Background: an optimization exercise with open tools, aiming at small area and a short achievable clock period. Do not read the settings as production practice.
RTL that was checked went through simulation tests only; none was proved equivalent to the original.
No activity file was given, so power comes from the tool's default toggle rates.

==> flow/design.v <==
module ovarint_core (
    input  wire         clk,
    input  wire         rst,
    input  wire         in_valid,
    input  wire [4:0]   cmd,         
    input  wire [127:0] val_in,
    input  wire [127:0] bytes_in,    
    input  wire [4:0]   len_in,
    output reg          out_valid,
    output reg  [2:0]   status,
    output reg  [4:0]   len_out,
    output reg  [127:0] bytes_out,   
    output reg  [127:0] val_out
);
    localparam [2:0] ST_OK        = 3'd0;
    localparam [2:0] ST_OUTRANGE  = 3'd1;
    localparam [2:0] ST_TRUNCATED = 3'd2;
    localparam [2:0] ST_ILLEGAL   = 3'd4;
    integer i, k, m;
    wire       dir  = cmd[4];
    wire       sgn  = cmd[3];
    wire [2:0] wsel = cmd[2:0];
    wire w8 = (wsel == 3'd0), w16 = (wsel == 3'd1), w32 = (wsel == 3'd2),
         w64 = (wsel == 3'd3), w128 = wsel[2];
    reg [127:0] wide;
    always @* begin
        wide = val_in;
        if (w8)  wide[15:8]  = {8{sgn & val_in[7]}};
        if (w16) wide[23:16] = {8{sgn & val_in[15]}};
        if (w32) wide[39:32] = {8{sgn & val_in[31]}};
        if (w64) wide[71:64] = {8{sgn & val_in[63]}};
    end
    reg [15:1] f;
    reg [8:0]  g;
    always @* begin
        for (k = 1; k < 16; k = k + 1) begin
            g = val_in[8 * k - 5 +: 9];
            f[k] = sgn ? (|g & ~&g) : |g[8:1];
        end
        if (sgn) begin
            if (w8)  f[1] = |val_in[7:3]   & ~&val_in[7:3];
            if (w16) f[2] = |val_in[15:11] & ~&val_in[15:11];
            if (w32) f[4] = |val_in[31:27] & ~&val_in[31:27];
            if (w64) f[8] = |val_in[63:59] & ~&val_in[63:59];
        end else begin
            if (w8)  f[1] = |val_in[7:4];
            if (w16) f[2] = |val_in[15:12];
            if (w32) f[4] = |val_in[31:28];
            if (w64) f[8] = |val_in[63:60];
        end
        if (w8)  f[15:2] = 14'd0;
        if (w16) f[15:3] = 13'd0;
        if (w32) f[15:5] = 11'd0;
        if (w64) f[15:9] = 7'd0;
    end
    wire s_e = sgn & (w8 ? val_in[7] : w16 ? val_in[15] : w32 ? val_in[31] : w64 ? val_in[63] : val_in[127]);
    wire oor_e = w128 & (sgn ? (|val_in[127:123] & ~&val_in[127:123]) : (|val_in[127:124]));
    wire [7:0] hdr  = bytes_in[7:0];
    wire       negd = sgn & ~hdr[7];
    wire [3:0] n_d  = sgn ? (hdr[6:3] ^ {4{~hdr[7]}}) : hdr[7:4];
    wire [7:0] hdr_v = sgn ? {{5{negd}}, hdr[2:0]} : {4'd0, hdr[3:0]};
    reg [127:0] x_a;         
    reg         n3_a;        
    reg [7:0]   h_a;         
    reg [3:0]   nd_a;        
    reg         dir_a, sgn_a;
    reg         s_a;         
    reg [2:0]   wsel_a;
    reg         oor_a;       
    reg [4:0]   len_a;       
    reg         v_a;
    always @(posedge clk) begin
        if (rst)
            v_a <= 1'b0;
        else
            v_a <= in_valid;
        x_a    <= dir ? {bytes_in[127:8], hdr_v} : wide;
        n3_a   <= |f[15:8];
        h_a    <= (|f[15:8]) ? f[15:8] : {f[7:1], 1'b0};
        nd_a   <= n_d;
        dir_a  <= dir;
        sgn_a  <= sgn;
        s_a    <= s_e;
        wsel_a <= wsel;
        oor_a  <= oor_e;
        len_a  <= len_in;
    end
    reg [2:0] n_lo;
    always @* begin
        n_lo = 3'd0;
        for (k = 1; k < 8; k = k + 1)
            if (h_a[k]) n_lo = k;
    end
    wire [3:0] n_e = {n3_a, n_lo};
    wire [3:0] n = dir_a ? nd_a : n_e;
    wire       fill = x_a[7];
    wire [3:0] sh   = ~n;
    reg [127:0] r, y;
    always @* begin
        for (i = 0; i < 16; i = i + 1)
            r[8 * i +: 8] = x_a[8 * (15 - i) +: 8];
        y = r;
        if (sh[3]) y = {{64{fill}}, y[127:64]};
        if (sh[2]) y = {{32{fill}}, y[127:32]};
        if (sh[1]) y = {{16{fill}}, y[127:16]};
        if (sh[0]) y = {{8{fill}},  y[127:8]};
    end
    wire [7:0] y0 = dir_a ? y[7:0] :
                    sgn_a ? {~s_a, n ^ {4{s_a}}, y[2:0]} : {n, y[3:0]};
    wire [127:0] res = {y[127:8], y0};
    wire negd_a = x_a[7];
    reg [15:0] c, p, q;
    always @* begin
        for (m = 0; m < 16; m = m + 1)
            c[m] = negd_a ? (&x_a[8 * m +: 8]) : ~(|x_a[8 * m +: 8]);
        p[0] = c[0];
        for (m = 1; m < 16; m = m + 1)
            p[m] = p[m - 1] & c[m];
        for (m = 0; m < 15; m = m + 1)
            q[m] = p[m] & (~sgn_a | (x_a[8 * m + 15] == negd_a));
        q[15] = p[15];
    end
    reg  [3:0] wb;        
    always @* begin
        case (wsel_a)
            3'd0:    wb = 4'd1;
            3'd1:    wb = 4'd2;
            3'd2:    wb = 4'd4;
            default: wb = 4'd8;
        endcase
    end
    wire [4:0] dw   = {1'b0, nd_a} - {1'b0, wb};
    wire       fits = wsel_a[2] | dw[4] | q[dw[3:0]];
    wire trunc = ~len_a[4] & (len_a[3:0] <= nd_a);
    reg [2:0] st;
    always @* begin
        if (wsel_a > 3'd4) st = ST_ILLEGAL;
        else if (!dir_a)   st = oor_a ? ST_OUTRANGE : ST_OK;
        else if (trunc)    st = ST_TRUNCATED;
        else if (!fits)    st = ST_OUTRANGE;
        else               st = ST_OK;
    end
    always @(posedge clk) begin
        if (rst)
            out_valid <= 1'b0;
        else
            out_valid <= v_a;
        status    <= st;
        len_out   <= (st == ST_OK) ? ({1'b0, n} + 5'd1) : 5'd0;
        y_b       <= res;
    end
    reg [127:0] y_b;
    always @* begin
        bytes_out = y_b;
        val_out   = y_b;
    end
endmodule
Settings: LEC_CHECK=0, CAP_MARGIN=20, CORE_MARGIN=2, CORE_UTILIZATION=55, CTS_CLUSTER_DIAMETER=60, CTS_CLUSTER_SIZE=20, PLACE_DENSITY=0.65, SLEW_MARGIN=20; clock period 8.0 ns.
standard.sh (not shown) runs the stock make flow with config.mk's settings and CLKGATE_MAP_FILE= SYNTH_SCRIPT=/design/flow/synth_recipe.tcl, a recipe that flattens the netlist after the stock synthesis.
==> flow/flow/run.sh <==
#!/bin/bash
set -euo pipefail
export BUFFER_PORTS_ARGS="-buffer_cell sky130_fd_sc_hd__buf_1"
export SETUP_SLACK_MARGIN=5.15
bash standard.sh > standard.log 2>&1
==> next run, changes <==
--- a/flow/design.v
+++ b/flow/design.v
@@ -59,10 +59,9 @@
     wire       negd = sgn & ~hdr[7];
     wire [3:0] n_d  = sgn ? (hdr[6:3] ^ {4{~hdr[7]}}) : hdr[7:4];
     wire [7:0] hdr_v = sgn ? {{5{negd}}, hdr[2:0]} : {4'd0, hdr[3:0]};
     reg [127:0] x_a;         
-    reg         n3_a;        
-    reg [7:0]   h_a;         
+    reg [15:1]  f_a;         
     reg [3:0]   nd_a;        
     reg         dir_a, sgn_a;
     reg         s_a;         
     reg [2:0]   wsel_a;
@@ -74,25 +73,23 @@
             v_a <= 1'b0;
         else
             v_a <= in_valid;
         x_a    <= dir ? {bytes_in[127:8], hdr_v} : wide;
-        n3_a   <= |f[15:8];
-        h_a    <= (|f[15:8]) ? f[15:8] : {f[7:1], 1'b0};
+        f_a    <= f;
         nd_a   <= n_d;
         dir_a  <= dir;
         sgn_a  <= sgn;
         s_a    <= s_e;
         wsel_a <= wsel;
         oor_a  <= oor_e;
         len_a  <= len_in;
     end
-    reg [2:0] n_lo;
+    reg [3:0] n_e;
     always @* begin
-        n_lo = 3'd0;
-        for (k = 1; k < 8; k = k + 1)
-            if (h_a[k]) n_lo = k;
+        n_e = 4'd0;
+        for (k = 1; k < 16; k = k + 1)
+            if (f_a[k]) n_e = k;
     end
-    wire [3:0] n_e = {n3_a, n_lo};
     wire [3:0] n = dir_a ? nd_a : n_e;
     wire       fill = x_a[7];
     wire [3:0] sh   = ~n;
     reg [127:0] r, y;
The new run completed without violations. Register-to-register slack gets better by 70 ps. Routed wire length increases by a few percent. Cell count increases by a few percent. Non-clock buffer count decreases by 1. Count of clock-buffer cells in the layout increases by 4. Global-route usage increases by 0.42 points. Area after synthesis increases by a few percent. Power increases by a few percent. Hold slack gets better by 84 ps. Worst setup slack gets better by 23 ps. Combinational power increases by a few percent. Core utilization decreases by 0.34 points. Flip-flop and latch count increases by 7. First-iteration DRC count increases by about a fifth.
Only the layout flow was run in the first run of this note; the RTL was not checked for function there.

==> afterwards: timing with drivers on the ports <==
The flow's constraints put no driver on any port. The routed layouts listed below were extracted and timed again, unchanged, in two steps. Step 1 sets driving cells, clkbuf_16 on the clock port and buf_2 on the other inputs (assumed; they add their load-dependent delay and slew). Step 2 times the ports against the registers' clock, not the clock port: input delays grow and output delays shrink by t, the midpoint of the rising clock arrivals with the driver on. Three values: ideal ports, drivers, drivers and shift; two values: the first two.
| run | shift t [ns] | slack for setup (ns) | worst slew at a driven data input, ns |
|---|---|---|---|
| the first run | 0.599 | 5.156 / 5.156 / 4.597 | 0.12 |
| the second run | 0.602 | 5.178 / 5.135 / 4.607 | 0.10 |
After both steps setup and hold are still met in every run listed. The setup slack of the second run, which loses most, moves by -0.043 ns with the drivers and by -0.571 ns with both steps.
